Source: an optimization exercise on an open RTL-to-GDS flow (aim: small area). Production flows keep margins and buffers that such runs may drop. In this exercise RTL edits were held to simulation tests only and were not proved equivalent to the original. No activity file was given, so power comes from the tool's default toggle rates.

==> flow/design.v <==
module usb_msc_bot #(
    parameter [31:0] T_DATA_MS = 32'd250,   
    parameter [31:0] T_CSW_MS  = 32'd100    
) (
    input  wire        clk,
    input  wire        rst,            
    input  wire [31:0] now_ms,         
    input  wire [31:0] flash_blocks,   
    input  wire        out_valid,
    input  wire [7:0]  out_data,
    output wire        out_ready,
    output reg         in_valid,
    output reg  [7:0]  in_data,
    output reg         in_csw,
    input  wire        in_ready,
    output wire        fl_cmd_valid,
    output wire        fl_cmd_write,
    output wire [31:0] fl_cmd_addr,
    output wire [24:0] fl_cmd_len,
    input  wire        fl_sts_valid,
    input  wire        fl_sts_ok,
    output wire        fl_abort,
    input  wire        fl_rd_valid,
    input  wire [7:0]  fl_rd_data,
    output wire        fl_rd_ready,
    output wire        fl_wr_valid,
    output wire [7:0]  fl_wr_data,
    input  wire        fl_wr_ready
);
    genvar gi;
    localparam [2:0] S_CBW   = 3'd0,    
                     S_DISP  = 3'd1,    
                     S_RWAIT = 3'd3,    
                     S_DIN   = 3'd2,    
                     S_WDATA = 3'd5,    
                     S_WSTS  = 3'd4,    
                     S_CPRE  = 3'd7,    
                     S_CSW   = 3'd6;    
    localparam [2:0] K_NODATA = 3'b000,
                     K_RD     = 3'b010,
                     K_WR     = 3'b011,
                     K_RS     = 3'b100,
                     K_INQ    = 3'b101,
                     K_MS     = 3'b110,
                     K_RC     = 3'b111;
    localparam [2:0] L_NONE  = 3'b000,
                     L_INV   = 3'b100,    
                     L_RDERR = 3'b010,    
                     L_WRERR = 3'b011,    
                     L_TMO   = 3'b001;    
    reg  [2:0]  state;
    reg  [2:0]  kind;
    reg         status;       
    reg  [2:0]  sense;
    reg  [63:0] tdr;          
    reg  [38:0] lb;           
    reg  [8:0]  st_lo;        
    reg  [24:0] cnt;          
    wire [15:0] blocks = lb[15:0];
    wire [31:0] dtl    = {tdr[7:0], tdr[15:8], tdr[23:16], tdr[31:24]};
    wire [31:0] start  = {lb[38:16], st_lo};
    assign fl_cmd_addr  = {lb[38:16], 9'd0};
    assign fl_cmd_len   = {blocks, 9'd0};
    wire st_cbw  = (state == S_CBW);
    wire st_disp = (state == S_DISP);
    wire st_din  = (state == S_DIN);
    wire st_csw  = (state == S_CSW);
    wire k_fix   = kind[2];
    wire k_rw    = (kind[2:1] == 2'b01);
    wire k_rd    = (kind == K_RD);
    wire k_wr    = (kind == K_WR);
    wire k_rs    = (kind == K_RS);
    wire blk_nz  = |blocks;
    wire dtl_small = ~|dtl[31:6];
    wire dtl_nz  = |dtl;
    assign fl_cmd_valid = st_disp && k_rw && blk_nz;
    assign fl_cmd_write = kind[0];
    assign fl_abort     = (state == S_CPRE) && k_rd && status;
    wire writing = (st_disp && k_wr && blk_nz) || (state == S_WDATA);
    assign out_ready   = st_cbw || (writing && fl_wr_ready);
    assign fl_wr_valid = writing && out_valid;
    assign fl_wr_data  = out_data;
    assign fl_rd_ready = st_din && k_rd && in_ready;
    wire out_fire = out_valid && out_ready;
    wire cnt_clr;
    wire cnt_en;
    wire [25:0] ic;
    wire [24:0] cnt_inc;
    assign ic[0] = cnt_en;
    generate for (gi = 0; gi < 25; gi = gi + 1) begin : g_inc
        assign cnt_inc[gi] = cnt[gi] ^ ic[gi];
        assign ic[gi+1] = cnt[gi] & ic[gi];
    end endgenerate
    wire [8:0] lb_b;
    wire [7:0] el_lo;
    assign lb_b[0] = 1'b0;
    generate for (gi = 0; gi < 8; gi = gi + 1) begin : g_sub
        assign el_lo[gi] = now_ms[gi] ^ start[gi] ^ lb_b[gi];
        assign lb_b[gi+1] = (~now_ms[gi] & start[gi]) | (~(now_ms[gi] ^ start[gi]) & lb_b[gi]);
    end endgenerate
    wire [23:0] hz = now_ms[31:8] ~^ start[31:8];
    wire [23:0] ho = now_ms[31:8] | ~start[31:8];
    wire hi_zero = (hz[0] == ~lb_b[8]) && ((ho[22:0] ~^ hz[23:1]) == 23'h7FFFFF);
    wire expired = !hi_zero ||
                   (st_csw ? (el_lo >= T_CSW_MS[7:0]) : (el_lo >= T_DATA_MS[7:0]));
    wire [1:0] k = kind[1:0];
    wire [3:0] ci = cnt[3:0];      
    wire [5:0] i = cnt[5:0];
    wire [7:0] rom;
    assign rom[0] = (i[4] & i[3] & i[2] & ~i[1]) | (i[4] & ~i[3] & i[1] & ~i[0]) | (k[0] & ~i[4] & i[3] & ~i[2] & ~i[0]) | (i[5] & ~i[1] & ~i[0]) | (k[1] & ~k[0] & ~i[1] & ~i[0]) | (i[4] & ~i[3] & i[2] & i[1]) | (k[0] & i[4] & ~i[3] & ~i[2] & ~i[0]) | (k[0] & i[3] & i[2] & ~i[1] & i[0]) | (i[4] & i[3] & ~i[2] & i[1] & i[0]) | (~k[1] & k[0] & ~i[4] & ~i[3] & i[2] & ~i[1] & ~i[0]);
    assign rom[1] = (k[0] & i[3] & i[2] & ~i[1]) | (k[0] & i[4] & ~i[3] & ~i[1] & ~i[0]) | (k[0] & ~i[4] & i[3] & ~i[2] & i[0]) | (i[5] & ~i[1] & i[0]) | (k[1] & i[2] & i[1] & ~i[0]) | (k[1] & ~k[0] & ~i[1] & ~i[0]) | (i[4] & ~i[3] & i[2] & i[1] & i[0]) | (~k[0] & ~i[3] & i[2] & i[1] & i[0]) | (~k[1] & k[0] & i[2] & ~i[1] & ~i[0]) | (~k[1] & k[0] & ~i[5] & ~i[4] & ~i[2] & i[1] & i[0]);
    assign rom[2] = (i[4] & ~i[3] & i[2] & ~i[1]) | (k[0] & ~i[4] & i[3] & ~i[1] & i[0]) | (i[5] & ~i[1] & i[0]) | (k[0] & ~i[4] & i[3] & ~i[2] & ~i[1]) | (i[4] & i[3] & ~i[2] & i[1] & ~i[0]) | (k[0] & ~i[4] & i[3] & ~i[2] & i[0]) | (~k[1] & k[0] & ~i[3] & i[2] & ~i[1] & ~i[0]);
    assign rom[3] = (i[4] & i[2] & ~i[1] & i[0]) | (k[0] & ~i[4] & i[3] & ~i[1] & i[0]) | (k[0] & ~i[4] & i[3] & i[1] & ~i[0]) | (i[5] & ~i[1] & i[0]) | (i[4] & ~i[3] & ~i[2] & i[1] & ~i[0]) | (i[4] & i[3] & ~i[2] & ~i[1] & ~i[0]) | (~k[0] & ~i[3] & i[2] & i[1] & i[0]) | (i[4] & i[3] & ~i[2] & i[1] & i[0]) | (~k[1] & k[0] & ~i[4] & ~i[3] & i[2] & ~i[1] & ~i[0]);
    assign rom[4] = (i[5] & ~i[0]) | (k[0] & i[4] & ~i[3] & ~i[2] & ~i[1]) | (i[5] & i[1]) | (i[4] & i[3] & i[2] & ~i[1] & ~i[0]) | (i[4] & ~i[3] & i[2] & i[1] & i[0]) | (k[0] & ~i[4] & i[3] & ~i[2] & i[1] & i[0]) | (k[0] & ~i[4] & i[3] & i[2] & i[1] & ~i[0]) | (k[0] & ~i[4] & i[3] & ~i[2] & ~i[1] & ~i[0]) | (~k[1] & ~k[0] & ~i[4] & ~i[3] & ~i[2] & ~i[1] & ~i[0]) | (~k[1] & k[0] & ~i[4] & ~i[3] & i[2] & ~i[1] & ~i[0]);
    assign rom[5] = (i[5]) | (i[4] & i[3] & i[2] & i[1]) | (i[4] & i[3] & ~i[2] & ~i[1] & i[0]) | (i[4] & ~i[3] & ~i[2] & i[1] & i[0]) | (k[0] & i[3] & i[2] & i[1] & i[0]) | (~k[1] & ~k[0] & ~i[4] & ~i[3] & ~i[2] & ~i[1] & ~i[0]);
    assign rom[6] = (i[4] & ~i[3] & i[2]) | (k[0] & ~i[4] & i[3] & ~i[2]) | (k[0] & i[3] & i[2] & ~i[1]) | (k[0] & i[4] & ~i[2] & ~i[0]) | (k[0] & ~i[4] & i[3] & ~i[0]) | (k[0] & i[3] & ~i[2] & i[1]) | (k[0] & i[4] & ~i[3] & ~i[1]) | (~k[1] & ~k[0] & ~i[4] & ~i[3] & ~i[2] & ~i[1] & ~i[0]);
    assign rom[7] = (k[1] & ~k[0] & i[1] & ~i[0]);
    wire [3:0] s_key = {sense == L_TMO, sense == L_INV, sense[1] | sense[0], |sense};
    wire [7:0] s_asc = {2'b00, sense == L_INV, sense == L_RDERR, {2{sense == L_WRERR}},
                        1'b0, sense == L_RDERR};
    reg [7:0] fb_b;
    always @(*) begin
        case (i[1:0])
            2'd0: fb_b = flash_blocks[31:24];
            2'd1: fb_b = flash_blocks[23:16];
            2'd2: fb_b = flash_blocks[15:8];
            default: fb_b = flash_blocks[7:0];
        endcase
    end
    wire [7:0] var_b = ((k == 2'd0 && i[4:0] == 5'd2) ? {4'h0, s_key} : 8'h00) |
                       ((k == 2'd0 && i[3:0] == 4'd12) ? s_asc : 8'h00) |
                       ((k == 2'd3 && !i[2]) ? fb_b : 8'h00);
    reg [5:0] fix_n;
    always @(*) begin
        case (k)
            2'd0:    fix_n = 6'd18;
            2'd1:    fix_n = 6'd36;
            2'd2:    fix_n = 6'd4;
            default: fix_n = 6'd8;
        endcase
    end
    wire rw_last  = (&cnt_inc[24:9]) && !(|cnt_inc[8:0]);
    wire din_last = k_fix ? ((cnt_inc[5:0] == fix_n) ||
                             (dtl_small && cnt_inc[5:0] == dtl[5:0]))
                          : rw_last;
    wire       x_rw  = k_wr || (k_rd && !status);
    wire       x_fix = k_fix && !status;
    reg [7:0] x_b;
    always @(*) begin
        case (ci[1:0])
            2'd0: x_b = x_fix ? {2'b00, fix_n} : 8'h00;
            2'd1: x_b = x_rw ? {blocks[6:0], 1'b0} : 8'h00;
            2'd2: x_b = x_rw ? blocks[14:7] : 8'h00;
            default: x_b = {7'd0, x_rw && blocks[15]};
        endcase
    end
    wire [7:0] sub_a  = ci[3] ? tdr[63:56] : tdr[31:24];
    wire       bor = cnt[7];
    wire       sat = cnt[8];
    wire       bor_in = (ci[1:0] != 2'd0) && bor;
    wire [8:0] db;
    wire [7:0] diff;
    assign db[0] = bor_in;
    generate for (gi = 0; gi < 8; gi = gi + 1) begin : g_res
        assign diff[gi] = sub_a[gi] ^ x_b[gi] ^ db[gi];
        assign db[gi+1] = (~sub_a[gi] & x_b[gi]) | (~(sub_a[gi] ^ x_b[gi]) & db[gi]);
    end endgenerate
    wire sel_sig = st_csw && ci[3:2] == 2'd0;
    wire sel_tag = st_csw && ci[3:2] == 2'd1;
    wire sel_res = st_csw && ci[3:2] == 2'd2 && !sat;
    wire sel_sts = st_csw && ci[3:2] == 2'd3;
    wire sel_fix = !st_csw && k_fix;
    wire sel_rd  = !st_csw && !k_fix;
    wire [7:0] sig_b = {1'b0, 1'b1, 1'b0, ci[1:0] != 2'd2, 1'b0, ci[1:0] == 2'd0,
                        ci[1:0] != 2'd0, ci[1:0] != 2'd2};
    always @(*) begin
        in_csw   = st_csw;
        in_valid = st_csw || (st_din && (k_fix || fl_rd_valid));
        in_data  = ({8{sel_sig}} & sig_b) |
                   ({8{sel_tag}} & tdr[63:56]) |
                   ({8{sel_res}} & diff) |
                   {7'd0, sel_sts & status} |
                   ({8{sel_fix}} & (rom | var_b)) |
                   ({8{sel_rd}}  & fl_rd_data);
    end
    wire in_fire = in_valid && in_ready;
    wire cbw_fire  = st_cbw && out_fire;
    wire lb_shift  = cbw_fire && ((cnt[4:0] >= 5'd17 && cnt[4:0] <= 5'd20) ||
                                  cnt[4:0] == 5'd22 || cnt[4:0] == 5'd23);
    wire lb_take   = state[0];
    wire lb_hold   = !lb_shift && !lb_take;
    assign cnt_en  = (st_csw || st_din) ? in_fire : out_fire;
    assign cnt_clr = (cbw_fire && cnt[4:0] == 5'd30) || (state == S_CPRE) ||
                     (st_csw && ((in_fire && ci == 4'd12) || expired));
    wire csw_shift = st_csw && in_fire && (ci[3] ^ ci[2]);
    always @(posedge clk) begin
        if ((cbw_fire && cnt[4:0] >= 5'd4 && cnt[4:0] <= 5'd11) || csw_shift)
            tdr <= {tdr[55:0], out_data};
        lb[38:16] <= ({23{lb_shift}} & lb[30:8]) |
                     ({23{lb_take}}  & now_ms[31:9]) |
                     ({23{lb_hold}}  & lb[38:16]);
        if (lb_shift)
            lb[15:0] <= {lb[7:0], out_data};
        if (lb_take)
            st_lo <= now_ms[8:0];
    end
    wire sig_bad = cbw_fire && (cnt[4:2] == 3'd0) &&
                   (out_data != ((cnt[1:0] == 2'd3) ? 8'h43 :
                                 (cnt[1:0] == 2'd2) ? 8'h42 :
                                 (cnt[1:0] == 2'd1) ? 8'h53 : 8'h55));
    wire sig_ok = !cnt[5];
    wire csw_fire = st_csw && in_fire;
    always @(posedge clk) begin
        if (rst || cnt_clr)
            cnt <= 25'd0;
        else if (st_disp)
            cnt <= {~blocks, cnt_inc[8:0]};
        else
            cnt <= {cnt_inc[24:9],
                    csw_fire ? (ci == 4'd7 ? db[8] : cnt[8]) : cnt_inc[8],
                    csw_fire ? db[8] : cnt_inc[7],
                    cnt_inc[6], cnt_inc[5] | sig_bad, cnt_inc[4:0]};
    end
    always @(posedge clk) begin
        if (rst) begin
            state <= S_CBW;
            sense <= L_NONE;
        end else begin
            case (state)
            S_CBW: if (out_fire) begin
                if (cnt[4:0] == 5'd15 && sig_ok) begin
                    status <= 1'b0;
                    case (out_data)
                        8'h00: begin kind <= K_NODATA; status <= (sense != L_NONE); end
                        8'h03: kind <= K_RS;
                        8'h12: kind <= K_INQ;
                        8'h1A: kind <= K_MS;
                        8'h25: kind <= K_RC;
                        8'h28: kind <= K_RD;
                        8'h2A: kind <= K_WR;
                        8'h1B, 8'h1E: kind <= K_NODATA;
                        default: begin
                            kind   <= K_NODATA;
                            status <= 1'b1;
                            sense  <= L_INV;
                        end
                    endcase
                end
                if (cnt[4:0] == 5'd30) begin
                    if (sig_ok)
                        state <= S_DISP;
                end
            end
            S_DISP: begin
                if (k_fix) begin
                    if (!dtl_nz)
                        state <= S_CPRE;
                    else
                        state <= S_DIN;
                end else if (k_rw && blk_nz) begin
                    if (k_rd)
                        state <= S_RWAIT;
                    else
                        state <= S_WDATA;
                end else
                    state <= S_CPRE;
            end
            S_RWAIT: if (fl_sts_valid) begin
                if (fl_sts_ok)
                    state <= S_DIN;
                else begin
                    status <= 1'b1;
                    sense  <= L_RDERR;
                    state  <= S_CSW;
                end
            end
            S_DIN: begin
                if (in_fire && din_last)
                    state <= S_CPRE;
                else if (expired) begin
                    status <= 1'b1;
                    state  <= S_CPRE;
                end
            end
            S_WDATA: if (out_fire && rw_last) state <= S_WSTS;
            S_WSTS: if (fl_sts_valid) begin
                if (!fl_sts_ok) begin
                    status <= 1'b1;
                    sense  <= L_WRERR;
                end
                state <= S_CPRE;
            end
            S_CPRE: begin
                if (k_rs && !status)
                    sense <= L_NONE;
                else if ((k_fix || k_rd) && status && sense == L_NONE)
                    sense <= L_TMO;
                state <= S_CSW;
            end
            S_CSW: begin
                if ((in_fire && ci == 4'd12) || expired)
                    state <= S_CBW;
            end
            default: state <= S_CBW;
            endcase
        end
    end
endmodule
==> flow/flow/run.sh <==
#!/bin/bash
# Own layout flow: the standard ORFS flow (standard.sh), with three changes.
#  - Synthesis is ORFS's synthesis exactly as synth_recipe.tcl runs it, except
#    that full/half adders are not extracted into adder cells (ADDER_MAP_FILE
#    empty) and ABC maps all the logic with an area-oriented script
#    (flow/area.abc, ABC's area mapper amap) instead of ORFS's speed script.
#    Registers are mapped before ABC runs and neither change touches them, so
#    they are the standard synthesis's registers, names and cell types.
#  - The port buffers are made with the smallest buffer cell (buf_1).
#  - The clock tree is built from clkbuf_4/clkbuf_8 without dummy loads.
# Floorplan, tap cells, power grid, placement, CTS and routing are ORFS's.
set -euo pipefail
cd "$(dirname "$0")/.."
W=$PWD
mkdir -p "$W/own"
# ORFS synth.tcl, with the ABC script swapped right after the preamble sets it
sed -e "s#^source \$::env(SCRIPTS_DIR)/synth_preamble.tcl\$#&\nset abc_args [lreplace \$abc_args 1 1 $W/flow/area.abc]#" \
    "$FLOW_HOME/scripts/synth.tcl" > "$W/own/synth_area.tcl"
grep -q "flow/area.abc" "$W/own/synth_area.tcl"
sed -e "s#^source \$::env(SCRIPTS_DIR)/synth.tcl\$#source $W/own/synth_area.tcl#" \
    "$W/synth_recipe.tcl" > "$W/own/synth_recipe_area.tcl"
grep -q "own/synth_area.tcl" "$W/own/synth_recipe_area.tcl"
sed -e "s#SYNTH_SCRIPT=[^ ]*#SYNTH_SCRIPT=$W/own/synth_recipe_area.tcl#" \
    "$W/standard.sh" > "$W/own/standard_area.sh"
grep -q "own/synth_recipe_area.tcl" "$W/own/standard_area.sh"
export ADDER_MAP_FILE=
export BUFFER_PORTS_ARGS="-buffer_cell sky130_fd_sc_hd__buf_1"
export CTS_ARGS="-sink_clustering_enable -repair_clock_nets -dont_use_dummy_load -sink_clustering_size 12 -buf_list {sky130_fd_sc_hd__clkbuf_4 sky130_fd_sc_hd__clkbuf_8}"
bash "$W/own/standard_area.sh" > "$W/standard_flow.log" 2>&1
==> flow/flow/area.abc <==
strash; dch -f; amap; strash; dch -f; amap; strash; dch -f; amap; topo
==> flow/standard.sh <==
#!/bin/bash
# synth_recipe.tcl (not shown) runs the flow's synth.tcl, then flattens the netlist and writes it again
# the make line also repeats each setting of config.mk as NAME=value (left out here)
make -C /OpenROAD-flow-scripts/flow DESIGN_CONFIG=/design/flow/config.mk WORK_HOME=/design/flow/orfs CLKGATE_MAP_FILE= SYNTH_SCRIPT=/design/flow/synth_recipe.tcl "${@:-finish}"
==> flow/config.mk <==
export PLATFORM = sky130hd
export DESIGN_NAME = usb_msc_bot
export DESIGN_NICKNAME = usb_msc_bot
export VERILOG_FILES = /design/flow/design.v
export SDC_FILE = /design/flow/constraint.sdc
export NUM_CORES = 4
export LEC_CHECK = 0
export CAP_MARGIN = 20
export CORE_MARGIN = 2
export CORE_UTILIZATION = 40
export PLACE_DENSITY = 0.6
export SLEW_MARGIN = 20
==> flow/constraint.sdc <==
create_clock -name core_clock -period 10.0 [get_ports {clk}]
set_input_delay 2.0000 -clock core_clock [delete_from_list [all_inputs] [get_ports {clk}]]
set_output_delay 2.0000 -clock core_clock [all_outputs]
set_load 0.01 [all_outputs]
==> results of run 1 <==
-- per-layer routing --
layer / global-route usage [%] / part of all wire, % / up-vias
met4: 7.31 / 2.4 / 0
li1: - / - / 3699
met1: 35.6 / 47 / 3434
met3: 4.47 / 7.2 / 42
met2: 35.1 / 43 / 320
met5: 0 / 0 / -
-- cells in the mapped netlist, drive strengths merged (11+ instances only) --
cell type	instances	area, sq um
o21ai	84	420
nand2	78	293
nor4	20	125
o22ai	27	169
a22oi	28	210
edfxtp	93	2790
a31oi	11	68.8
buf	26	195
o21a	13	97.6
a222oi	12	120
clkinv	108	405
a21oi	69	345
a211oi	12	90.1
nor3	28	140
dfxtp	54	1080
nand3	13	65.1
nor2	144	541
-- cell families (layout without fill, tap and decap cells) --
group | Yosys count | count (layout) | share of synthesized area, %
buffers and inverters | 134 | 284 | 7.60
flip-flops | 147 | 147 | 49.0
AO/OA/AOI/OAI | 307 | 307 | 24.9
AND/OR/NAND/NOR | 325 | 325 | 18.4
other | 1 | 18 | 0.0475
-- final timing paths --
check | end | slack, ps | cells after the start
min reg2reg | tdr[62]$_DFFE_PP_ | 400 | 0
min | tdr[62]$_DFFE_PP_ | 400 | 0
max reg2reg | state[2]$_SDFFE_PP0P_ | 1900 | 41
max | state[2]$_SDFFE_PP0P_ | 1900 | 41
-- layout make-up --
cell class / instances / area (sq um) / area share [%]
repair buffers: 159 / 631 / 7.03
inverters: 108 / 405 / 4.52
flip-flops and latches: 147 / 3870 / 43.2
multi-input cells: 650 / 3500 / 39.0
clock buffers: 17 / 234 / 2.61
well taps: 265 / 332 / 3.69
-- state kept, by name (all words and copies together), names as in the netlist --
register,flops
state,3
tdr,64
sense,3
st_lo,9
kind,3
cnt,25
lb,39
status,1
-- per-stage QoR --
stage                     hold slack, ps  area, sq um  cells
after global routing                 425         8970   1346
after global placement               401         8740   1329
after detailed placement             405         8740   1329
final                                400         8970   1346
after floorplan                      400         7970    931
after CTS                            404         8970   1346
-- where the power goes --
part	internal (uW)	leakage, uW	switching, uW
sequential	735	0.00128	101
combinational	244	0.00138	443
clock	150	0.000122	186
-- worst max-delay path: cells and delay by family, from the launching register on --
kind                   cells  cell delay [ps]
and+or+nand+nor           28             4570
AOI/OAI and AO/OA          7             1830
buffers and inverters      6             1180
DFF                        1              390
==> results.txt, run 1 <==
status no timing/DRC/antenna violations; number of routed nets with antenna violations 0; root buffer selected by CTS sky130_fd_sc_hd__clkbuf_8; Cell Rows 51; arrival time reported for the critical path endpoint 8390 ps; routed wire length per instance between 15 and 20 microns; proportion of layout cells with a drive suffix above 1 2.59%; Die Width 145 microns; worst min-delay path category reg -> reg; origin of the worst setup path state[2]$_SDFFE_PP0P_; max-slew headroom at the worst pin ~34%; clk sinks approximately 150; IO Count ~170; Post-CTS Repair Setup Buffers 0; slowest cell on the critical path sky130_fd_sc_hd__nor2_1; insertion delay of the later-clocked pin in the worst-skew pair 450 ps; average size of a mapped cell 8.64 sq um; count of pins over their slew limit 0; initial antenna violation count 0; final core occ a little under half; number of vias per cell after detailed routing 5.57; final hold violation count 0; Die Ht 145 microns; first-pass GRT wire length 37.4 mm; total of flip-flops plus latches after synthesis roughly 150; Max Freq 123 MHz; Critical Path Sink Type register; antenna cells 0; crit path launch type register; critical path peak fanout 11; synthesized instance count 914; maximum buffer depth of the clock tree 2; Distinct cells, synth 50; overall overflow remaining after global route 0; standby leakage power approximately 0.0028 uW; clock transition time at the flip-flop clock pins of the worst setup and hold paths 70 ps; Post-CTS Resized 0; minimum clock period between 8000 and 9000 ps; yosys synthesis warning count 1; Layout Skew 29.0 ps; most used cells in the layout excluding fill and tap cells sky130_fd_sc_hd__buf_1 (150), sky130_fd_sc_hd__nor2_1 (144), sky130_fd_sc_hd__clkinv_1 (108), sky130_fd_sc_hd__edfxtp_1 (93), sky130_fd_sc_hd__o21ai_0 (84); number of hold-repair buffers added at the cts stage 0; global-route usage over all layers 23.9%; layout overhead on the synthesized area 13.6%; detailed-routing iteration count for the pre-antenna-repair pass 8; post-detailed-placement half-perimeter wirelength 18.8 mm; largest net degree at the start of global routing 65; vias in the first global route 6,726; Seq/Total Area, Yosys 49.0%; Worst Tran Pin Value roughly 1000 ps; share of async-settable or async-resettable flops after synthesis 0%; worst setup timing slack at the placement stage 2070 ps; total of max-cap violations 0; startpoint of the worst register-to-register path state[2]$_SDFFE_PP0P_; critical hold path startpoint tdr[54]$_DFFE_PP_; Critical Path Most Common Cell sky130_fd_sc_hd__nor2_1; number of flops mapped to enable cells by yosys 93; RSZ-0062 raised after global routing no; die area 0.0209 sq mm; Most used DFF post-synth sky130_fd_sc_hd__edfxtp_1; maximum ir drop on the vdd rail 0.0000936 V; count of vias placed by the detailed router 7,495; DR iter-0 viols 811; Routability Congestion 0.999; cell area after synthesis 0.00790 sq mm; final total negative setup slack 0 ps; total power density per cell area 207 mW/mm^2; clock tree from TritonCTS done; slowest cell delay on critical path 540 ps; kind of critical path reg -> reg; initial core utilization 40.7%; TritonCTS Buffers 17; final cycle utilization of the critical path between 80% and 90%; Detailed Route WL 24.8 mm; number of nets in the final layout roughly 1,200; Worst Slack Setup Final 1900 ps; Power, Total approximately 1900 uW; most common cell after layout, fill and taps aside sky130_fd_sc_hd__buf_1; # DRC 0; maximum level of the CTS H-tree 4; Worst Path Required between 10,000 and 15,000 ps; Final setup violation count 0; number of buffers added on ports 150; area of the core region approximately 0.019 sq mm; number of fill cells in the layout 2,013
==> run 2: changes to the inputs <==
--- a/flow/design.v
+++ b/flow/design.v
@@ -107,14 +107,100 @@
     wire [3:0] ci = cnt[3:0];      
     wire [5:0] i = cnt[5:0];
     wire [7:0] rom;
-    assign rom[0] = (i[4] & i[3] & i[2] & ~i[1]) | (i[4] & ~i[3] & i[1] & ~i[0]) | (k[0] & ~i[4] & i[3] & ~i[2] & ~i[0]) | (i[5] & ~i[1] & ~i[0]) | (k[1] & ~k[0] & ~i[1] & ~i[0]) | (i[4] & ~i[3] & i[2] & i[1]) | (k[0] & i[4] & ~i[3] & ~i[2] & ~i[0]) | (k[0] & i[3] & i[2] & ~i[1] & i[0]) | (i[4] & i[3] & ~i[2] & i[1] & i[0]) | (~k[1] & k[0] & ~i[4] & ~i[3] & i[2] & ~i[1] & ~i[0]);
-    assign rom[1] = (k[0] & i[3] & i[2] & ~i[1]) | (k[0] & i[4] & ~i[3] & ~i[1] & ~i[0]) | (k[0] & ~i[4] & i[3] & ~i[2] & i[0]) | (i[5] & ~i[1] & i[0]) | (k[1] & i[2] & i[1] & ~i[0]) | (k[1] & ~k[0] & ~i[1] & ~i[0]) | (i[4] & ~i[3] & i[2] & i[1] & i[0]) | (~k[0] & ~i[3] & i[2] & i[1] & i[0]) | (~k[1] & k[0] & i[2] & ~i[1] & ~i[0]) | (~k[1] & k[0] & ~i[5] & ~i[4] & ~i[2] & i[1] & i[0]);
-    assign rom[2] = (i[4] & ~i[3] & i[2] & ~i[1]) | (k[0] & ~i[4] & i[3] & ~i[1] & i[0]) | (i[5] & ~i[1] & i[0]) | (k[0] & ~i[4] & i[3] & ~i[2] & ~i[1]) | (i[4] & i[3] & ~i[2] & i[1] & ~i[0]) | (k[0] & ~i[4] & i[3] & ~i[2] & i[0]) | (~k[1] & k[0] & ~i[3] & i[2] & ~i[1] & ~i[0]);
-    assign rom[3] = (i[4] & i[2] & ~i[1] & i[0]) | (k[0] & ~i[4] & i[3] & ~i[1] & i[0]) | (k[0] & ~i[4] & i[3] & i[1] & ~i[0]) | (i[5] & ~i[1] & i[0]) | (i[4] & ~i[3] & ~i[2] & i[1] & ~i[0]) | (i[4] & i[3] & ~i[2] & ~i[1] & ~i[0]) | (~k[0] & ~i[3] & i[2] & i[1] & i[0]) | (i[4] & i[3] & ~i[2] & i[1] & i[0]) | (~k[1] & k[0] & ~i[4] & ~i[3] & i[2] & ~i[1] & ~i[0]);
-    assign rom[4] = (i[5] & ~i[0]) | (k[0] & i[4] & ~i[3] & ~i[2] & ~i[1]) | (i[5] & i[1]) | (i[4] & i[3] & i[2] & ~i[1] & ~i[0]) | (i[4] & ~i[3] & i[2] & i[1] & i[0]) | (k[0] & ~i[4] & i[3] & ~i[2] & i[1] & i[0]) | (k[0] & ~i[4] & i[3] & i[2] & i[1] & ~i[0]) | (k[0] & ~i[4] & i[3] & ~i[2] & ~i[1] & ~i[0]) | (~k[1] & ~k[0] & ~i[4] & ~i[3] & ~i[2] & ~i[1] & ~i[0]) | (~k[1] & k[0] & ~i[4] & ~i[3] & i[2] & ~i[1] & ~i[0]);
-    assign rom[5] = (i[5]) | (i[4] & i[3] & i[2] & i[1]) | (i[4] & i[3] & ~i[2] & ~i[1] & i[0]) | (i[4] & ~i[3] & ~i[2] & i[1] & i[0]) | (k[0] & i[3] & i[2] & i[1] & i[0]) | (~k[1] & ~k[0] & ~i[4] & ~i[3] & ~i[2] & ~i[1] & ~i[0]);
-    assign rom[6] = (i[4] & ~i[3] & i[2]) | (k[0] & ~i[4] & i[3] & ~i[2]) | (k[0] & i[3] & i[2] & ~i[1]) | (k[0] & i[4] & ~i[2] & ~i[0]) | (k[0] & ~i[4] & i[3] & ~i[0]) | (k[0] & i[3] & ~i[2] & i[1]) | (k[0] & i[4] & ~i[3] & ~i[1]) | (~k[1] & ~k[0] & ~i[4] & ~i[3] & ~i[2] & ~i[1] & ~i[0]);
-    assign rom[7] = (k[1] & ~k[0] & i[1] & ~i[0]);
+    wire rom_n000, rom_n001, rom_n002, rom_n003, rom_n004, rom_n005, rom_n006, rom_n007, rom_n008, rom_n009, rom_n010, rom_n011, rom_n012, rom_n013, rom_n014, rom_n015, rom_n016, rom_n017, rom_n018, rom_n019, rom_n020, rom_n021, rom_n022, rom_n023, rom_n024, rom_n025, rom_n026, rom_n027, rom_n028, rom_n029, rom_n030, rom_n031, rom_n032, rom_n033, rom_n034, rom_n035, rom_n036, rom_n037, rom_n038, rom_n039, rom_n040, rom_n041, rom_n042, rom_n043, rom_n044, rom_n045, rom_n046, rom_n047, rom_n048, rom_n049, rom_n050, rom_n051, rom_n052, rom_n053, rom_n054, rom_n055, rom_n056, rom_n057, rom_n058, rom_n059, rom_n060, rom_n061, rom_n062, rom_n063, rom_n064, rom_n065, rom_n066, rom_n067, rom_n068, rom_n069, rom_n070, rom_n071, rom_n072, rom_n073, rom_n074, rom_n075, rom_n076, rom_n077, rom_n078, rom_n079, rom_n080, rom_n081, rom_n082, rom_n083, rom_n084;
+    assign rom_n008 = i[4] | ~(i[3]);
+    assign rom_n009 = i[1] & ~(i[0]);
+    assign rom_n010 = rom_n008 | ~(rom_n009);
+    assign rom_n011 = ~(k[1] | i[4]);
+    assign rom_n012 = ~i[0];
+    assign rom_n013 = ~(i[3] | i[1]);
+    assign rom_n014 = ~(rom_n013 & rom_n012);
+    assign rom_n015 = rom_n011 & ~(rom_n014);
+    assign rom_n016 = rom_n015 | ~(rom_n010);
+    assign rom_n017 = ~(rom_n016 & i[2]);
+    assign rom_n018 = i[4] & ~(i[2]);
+    assign rom_n019 = rom_n018 & rom_n013;
+    assign rom_n020 = rom_n017 & ~(rom_n019);
+    assign rom_n021 = k[0] & ~(rom_n020);
+    assign rom_n022 = i[0] & ~(i[1]);
+    assign rom_n023 = i[3] & i[1];
+    assign rom_n024 = rom_n023 | rom_n013;
+    assign rom_n025 = rom_n018 & ~(rom_n024);
+    assign rom_n026 = ~k[0];
+    assign rom_n027 = ~(i[3] & i[2]);
+    assign rom_n028 = rom_n027 | rom_n026;
+    assign rom_n029 = i[1] & ~(rom_n028);
+    assign rom_n030 = ~(rom_n029 | rom_n025);
+    assign rom_n031 = rom_n030 | rom_n012;
+    assign rom_n032 = ~(i[4] & i[2]);
+    assign rom_n033 = rom_n023 & ~(rom_n032);
+    assign rom_n034 = rom_n031 & ~(rom_n033);
+    assign rom_n035 = i[2] & ~(i[3]);
+    assign rom_n036 = rom_n026 & ~(rom_n035);
+    assign rom_n037 = rom_n034 & ~(rom_n036);
+    assign rom_n038 = rom_n015 & ~(rom_n037);
+    assign rom_n039 = rom_n038 | i[5];
+    assign rom_n040 = rom_n008 | rom_n026;
+    assign rom_n041 = rom_n040 | i[2];
+    assign rom_n042 = ~(rom_n032 | rom_n024);
+    assign rom_n043 = rom_n041 & ~(rom_n042);
+    assign rom_n044 = rom_n043 | rom_n009;
+    assign rom_n045 = rom_n044 & ~(rom_n039);
+    assign rom_n046 = ~(rom_n045 | rom_n022);
+    assign rom[4] = rom_n046 | rom_n021;
+    assign rom_n047 = rom_n040 & ~(i[5]);
+    assign rom_n048 = rom_n022 & ~(rom_n047);
+    assign rom_n049 = rom_n035 & rom_n021;
+    assign rom_n050 = rom_n049 | rom_n048;
+    assign rom_n051 = k[0] | ~(i[1]);
+    assign rom_n052 = rom_n051 | rom_n012;
+    assign rom_n053 = rom_n035 & ~(rom_n052);
+    assign rom_n054 = rom_n053 | rom_n050;
+    assign rom_n055 = i[5] | i[2];
+    assign rom_n056 = rom_n055 | rom_n026;
+    assign rom_n057 = rom_n011 & ~(rom_n056);
+    assign rom_n058 = rom_n057 | rom_n012;
+    assign rom_n059 = rom_n058 | ~(rom_n043);
+    assign rom_n060 = k[1] & i[2];
+    assign rom_n061 = rom_n009 & ~(rom_n060);
+    assign rom_n062 = i[3] & ~(i[2]);
+    assign rom_n063 = ~(i[3] | i[4]);
+    assign rom_n064 = rom_n063 | rom_n026;
+    assign rom_n065 = rom_n064 | rom_n062;
+    assign rom_n066 = k[1] & ~(k[0]);
+    assign rom_n067 = rom_n066 & ~(i[0]);
+    assign rom_n068 = rom_n067 | i[1];
+    assign rom_n069 = rom_n065 & ~(rom_n068);
+    assign rom_n070 = rom_n069 | rom_n061;
+    assign rom_n071 = rom_n059 & ~(rom_n070);
+    assign rom[1] = rom_n071 | rom_n054;
+    assign rom_n072 = rom_n037 & ~(rom_n063);
+    assign rom[6] = rom_n072 | rom_n038;
+    assign rom[5] = rom_n039 | ~(rom_n034);
+    assign rom_n073 = rom_n040 | ~(rom_n009);
+    assign rom_n074 = rom_n012 & ~(rom_n025);
+    assign rom_n075 = rom_n023 & rom_n018;
+    assign rom_n076 = ~i[1];
+    assign rom_n077 = rom_n076 & ~(rom_n032);
+    assign rom_n078 = rom_n077 | rom_n075;
+    assign rom_n079 = i[0] & ~(rom_n078);
+    assign rom_n080 = rom_n079 | rom_n074;
+    assign rom_n081 = ~(rom_n080 & rom_n073);
+    assign rom[3] = rom_n081 | rom_n054;
+    assign rom[7] = rom_n067 & ~(rom_n076);
+    assign rom_n082 = rom_n066 | i[5];
+    assign rom_n083 = ~(rom_n082 | rom_n021);
+    assign rom_n084 = rom_n076 & ~(rom_n083);
+    assign rom_n000 = rom_n041 & ~(rom_n084);
+    assign rom_n001 = rom_n012 & ~(rom_n000);
+    assign rom_n002 = rom_n028 | ~(rom_n022);
+    assign rom_n003 = i[1] & ~(rom_n080);
+    assign rom_n004 = ~(rom_n003 | rom_n042);
+    assign rom_n005 = ~(rom_n004 & rom_n002);
+    assign rom[0] = rom_n005 | rom_n001;
+    assign rom_n006 = rom_n044 & ~(rom_n078);
+    assign rom_n007 = rom_n004 & ~(rom_n006);
+    assign rom[2] = rom_n007 | rom_n050;
     wire [3:0] s_key = {sense == L_TMO, sense == L_INV, sense[1] | sense[0], |sense};
     wire [7:0] s_asc = {2'b00, sense == L_INV, sense == L_RDERR, {2{sense == L_WRERR}},
                         1'b0, sense == L_RDERR};
==> run 2 against run 1 <==
Sequential power is essentially flat. Non-clock buffer count is the same. Critical path depth shrank 21. Design area shrank 0.92%. Synthesized area shrank 1.1%. Hold slack gained 21 ps. Critical endpoint is now in_data[7]. Global-route usage shrank 0.53 points. Still clean. Synthesized cell count shrank 1.3%.
==> results.txt, run 2 <==
status no timing/DRC/antenna violations; largest cells by area after synthesis sky130_fd_sc_hd__edfxtp_1 (36%), sky130_fd_sc_hd__dfxtp_1 (14%), sky130_fd_sc_hd__nor2_1 (6.9%); die area just over 0.02 sq mm; Routability Congestion just under 1; post-synthesis xor/xnor area fraction 0.112%; largest net degree at the start of global routing 65; largest registers tdr (64), lb (39), cnt (25); arrival time reported for the critical path endpoint 4990 ps; Max Freq 143 MHz; Distinct cells, synth 48; synthesized instance count 902; total of flip-flops plus latches after synthesis 147; final cycle utilization of the critical path between 60% and 70%; Worst Path Required 8000 ps; number of nets in the final layout 1,159; Cell Rows 51; max-slew headroom at the worst pin 42.7%; initial antenna violation count 0; clk sinks roughly 150; number of flops mapped to enable cells by yosys 93; RSZ-0062 raised after global routing no; layout overhead on the synthesized area 13.8%; clock transition time at the flip-flop clock pins of the worst setup and hold paths 60 ps; Most used DFF post-synth sky130_fd_sc_hd__edfxtp_1; maximum ir drop on the vdd rail 0.000101 V; detailed-routing iteration count for the pre-antenna-repair pass 7; minimum clock period 6990 ps; number of flip-flops under the largest register name 64; most frequent cell after synthesis sky130_fd_sc_hd__nor2_1; overall overflow remaining after global route 0; kind of critical path reg -> out; Critical Path Sink Type primary output; insertion delay of the later-clocked pin in the worst-skew pair between 400 and 500 ps; Die Ht roughly 140 microns; share of async-settable or async-resettable flops after synthesis 0%; Non-Filler Instances about 1,300; final hold violation count 0; proportion of layout cells with a drive suffix above 1 2.71%; total power density per cell area 211 mW/mm^2; synthesized-area fraction occupied by ao, oa, aoi and oai cells 25.4%; # DRC 0; DR iter-0 viols 549; largest family of logic cells by synthesized area compound AO/OA/AOI/OAI gates; count of pins over their slew limit 0; Yosys top cell area share 35.7%; TritonCTS Buffers 17; number of vias per cell after detailed routing 5.55; vias in the first global route about 6,700; maximum level of the CTS H-tree 4; Die Width 144 microns; maximum buffer depth of the clock tree 2; Final setup violation count 0; clock tree from TritonCTS done; global-route usage over all layers 23.4%; number of hold-repair buffers added at the cts stage 0; IO Count 169; area of the core region 0.0193 sq mm; leading cell types by count after synthesis sky130_fd_sc_hd__nor2_1 (144), sky130_fd_sc_hd__clkinv_1 (102), sky130_fd_sc_hd__o21ai_0 (97); top cell type by total area after synthesis sky130_fd_sc_hd__edfxtp_1; Worst Tran Pin Value 857 ps; yosys synthesis warning count 1; average size of a mapped cell 8.66 sq um; mux contribution to synthesized area 0%; initial core utilization between 40% and 50%; most common cell after layout, fill and taps aside sky130_fd_sc_hd__buf_1; routed wire length per instance 17.8 microns; number of routed nets with antenna violations 0; total of max-cap violations 0; post-detailed-placement half-perimeter wirelength between 15 and 20 mm; root buffer selected by CTS sky130_fd_sc_hd__clkbuf_8; Seq/Total Area, Yosys just under 50%; Layout Skew roughly 26 ps; register-to-register setup slack 3040 ps; critical path peak fanout 10; cell area after synthesis 0.00781 sq mm; antenna cells 0; Post-CTS Resized 0; standby leakage power about 0.0028 uW; post-synthesis share of cell area spent on full adders, half adders and majority gates 0%; first-pass GRT wire length ~37 mm; number of buffers added on ports 150; Detailed Route WL 23.8 mm; synthesized-area fraction occupied by and/or/nand/nor cells 17.5%; worst min-delay path category reg -> reg; placed cell count 1,317; final total negative setup slack 0 ps; count of vias placed by the detailed router between 7,000 and 8,000; most used cells in the layout excluding fill and tap cells sky130_fd_sc_hd__buf_1 (150), sky130_fd_sc_hd__nor2_1 (143), sky130_fd_sc_hd__clkinv_1 (102), sky130_fd_sc_hd__o21ai_0 (97), sky130_fd_sc_hd__edfxtp_1 (93); Biggest register tdr; crit path launch type register; Post-CTS Repair Setup Buffers 0
[run 2: changes by cell type after synthesis, moves of 4 or more]
| cell | previous run | this run |
|---|---|---|
| sky130_fd_sc_hd__o22ai_1 | 27 | 22 |
| sky130_fd_sc_hd__nor4_1 | 20 | 15 |
| sky130_fd_sc_hd__a22oi_1 | 28 | 33 |
| sky130_fd_sc_hd__a31oi_1 | 11 | 16 |
| sky130_fd_sc_hd__nand4_1 | 6 | 2 |
| sky130_fd_sc_hd__clkinv_1 | 108 | 102 |
| sky130_fd_sc_hd__o21ai_0 | 84 | 97 |
| sky130_fd_sc_hd__a21oi_1 | 69 | 62 |
| sky130_fd_sc_hd__a211oi_1 | 12 | 6 |
[run 2: worst max-delay path: stages, from the launching register on]
cell and delay [ps]:
sky130_fd_sc_hd__dfxtp_1 560, sky130_fd_sc_hd__clkinv_1 360, sky130_fd_sc_hd__nor2_1 740, sky130_fd_sc_hd__a22oi_1 220, sky130_fd_sc_hd__nor2_1 220, sky130_fd_sc_hd__o21ai_0 180
sky130_fd_sc_hd__o31ai_1 290, sky130_fd_sc_hd__nand2_1 100, sky130_fd_sc_hd__and2_0 180, sky130_fd_sc_hd__nor2_1 140, sky130_fd_sc_hd__nor2_1 70, sky130_fd_sc_hd__nor2_1 140
sky130_fd_sc_hd__a21oi_1 80, sky130_fd_sc_hd__nor2_1 170, sky130_fd_sc_hd__a21oi_1 90, sky130_fd_sc_hd__o21ai_0 260, sky130_fd_sc_hd__nand2_1 130, sky130_fd_sc_hd__a21oi_1 210
sky130_fd_sc_hd__a31oi_1 80, sky130_fd_sc_hd__o221ai_1 170, sky130_fd_sc_hd__buf_1 180
[run 2: logic make-up (layout without fill, tap and decap cells)]
group                     after synthesis  in the layout
DFF                                   147            147
buffers and inverters                 128            278
AOI/OAI and AO/OA                     313            313
other                                   1             18
and+or+nand+nor                       312            312
xor gates and xnor gates                1              1
[run 2: final cells by class]
type	instances	area, sq um
multi-input cells	644	3440
repair buffers	159	631
flip-flops and latches	147	3870
inverters	102	383
clock buffers	17	234
well taps	265	332
fillers	1935	10400
[run 2: worst paths after layout]
check	cells past startpoint	to	startpoint
worst max-delay path	20	in_data[7]	cnt[1]$_SDFF_PP0_
worst min-delay path	0	tdr[59]$_DFFE_PP_	tdr[51]$_DFFE_PP_
worst max register to register	41	state[1]$_SDFFE_PP0P_	kind[0]$_DFFE_PP_
worst min register to register	0	tdr[59]$_DFFE_PP_	tdr[51]$_DFFE_PP_
[run 2: per-stage QoR]
stage	hold slack, ps	util (%)	total power (uW)	instance area (sq um)	setup slack [ps]
6_report	421	46.0	1880	8890	3010
5_1_grt	423	46.0	2010	8890	2160
4_1_cts	419	46.0	1880	8890	3070
3_5_place_dp	405	44.8	1540	8660	2760
3_3_place_gp	401	44.8	1530	8660	2950
2_1_floorplan	400	-	1300	7880	2740
[run 2: routing by layer]
layer / up-vias / track usage (%) / routed length [microns]
met5: - / 0 / 0
met4: 0 / 7.74 / 493
met3: 34 / 4.93 / 1710
met2: 292 / 36.0 / 10800
met1: 3431 / 32.8 / 10800
li1: 3652 / - / -
[run 2: report_power, final]
part | leakage, uW | total [uW] | switching [uW] | internal, uW
Clock | 0.000122 | 342 | 192 | 150
Sequential | 0.00128 | 834 | 96.7 | 737
Combinational | 0.00141 | 700 | 450 | 250
Total | 0.00281 | 1880 | 738 | 1140

[static timing again, ports no longer ideal]
The results above use ideal ports. As a check the final layouts listed here were re-extracted and re-timed, cells and wires unchanged. Step 1: set_driving_cell puts a clkbuf_16 on clk and a buf_2 on each other input, an assumption about the parent block. Step 2, shift: input delay + t, output delay - t, t = (earliest + latest rising clock arrival at the registers) / 2. This alone moves slack from input paths to output paths. a / b / c = ideal ports / drivers / drivers and shift; a / b = the first two.
| run | t (ns) | setup slack, ns | worst setup path at the end | clock arrival spread, ns | cell pins on the clock port's net |
|---|---|---|---|---|---|
| run 1 | 0.482 | 1.903 / 1.903 / 1.903 | register to register | 0.032 / 0.032 | 1 |
| run 2 | 0.490 | 3.006 / 2.965 / 2.583 | input to register | 0.027 / 0.026 | 1 |
After both steps every run listed still meets setup and hold. The setup slack of run 2, which loses most, moves by -0.041 ns with the drivers and by -0.423 ns with both steps.
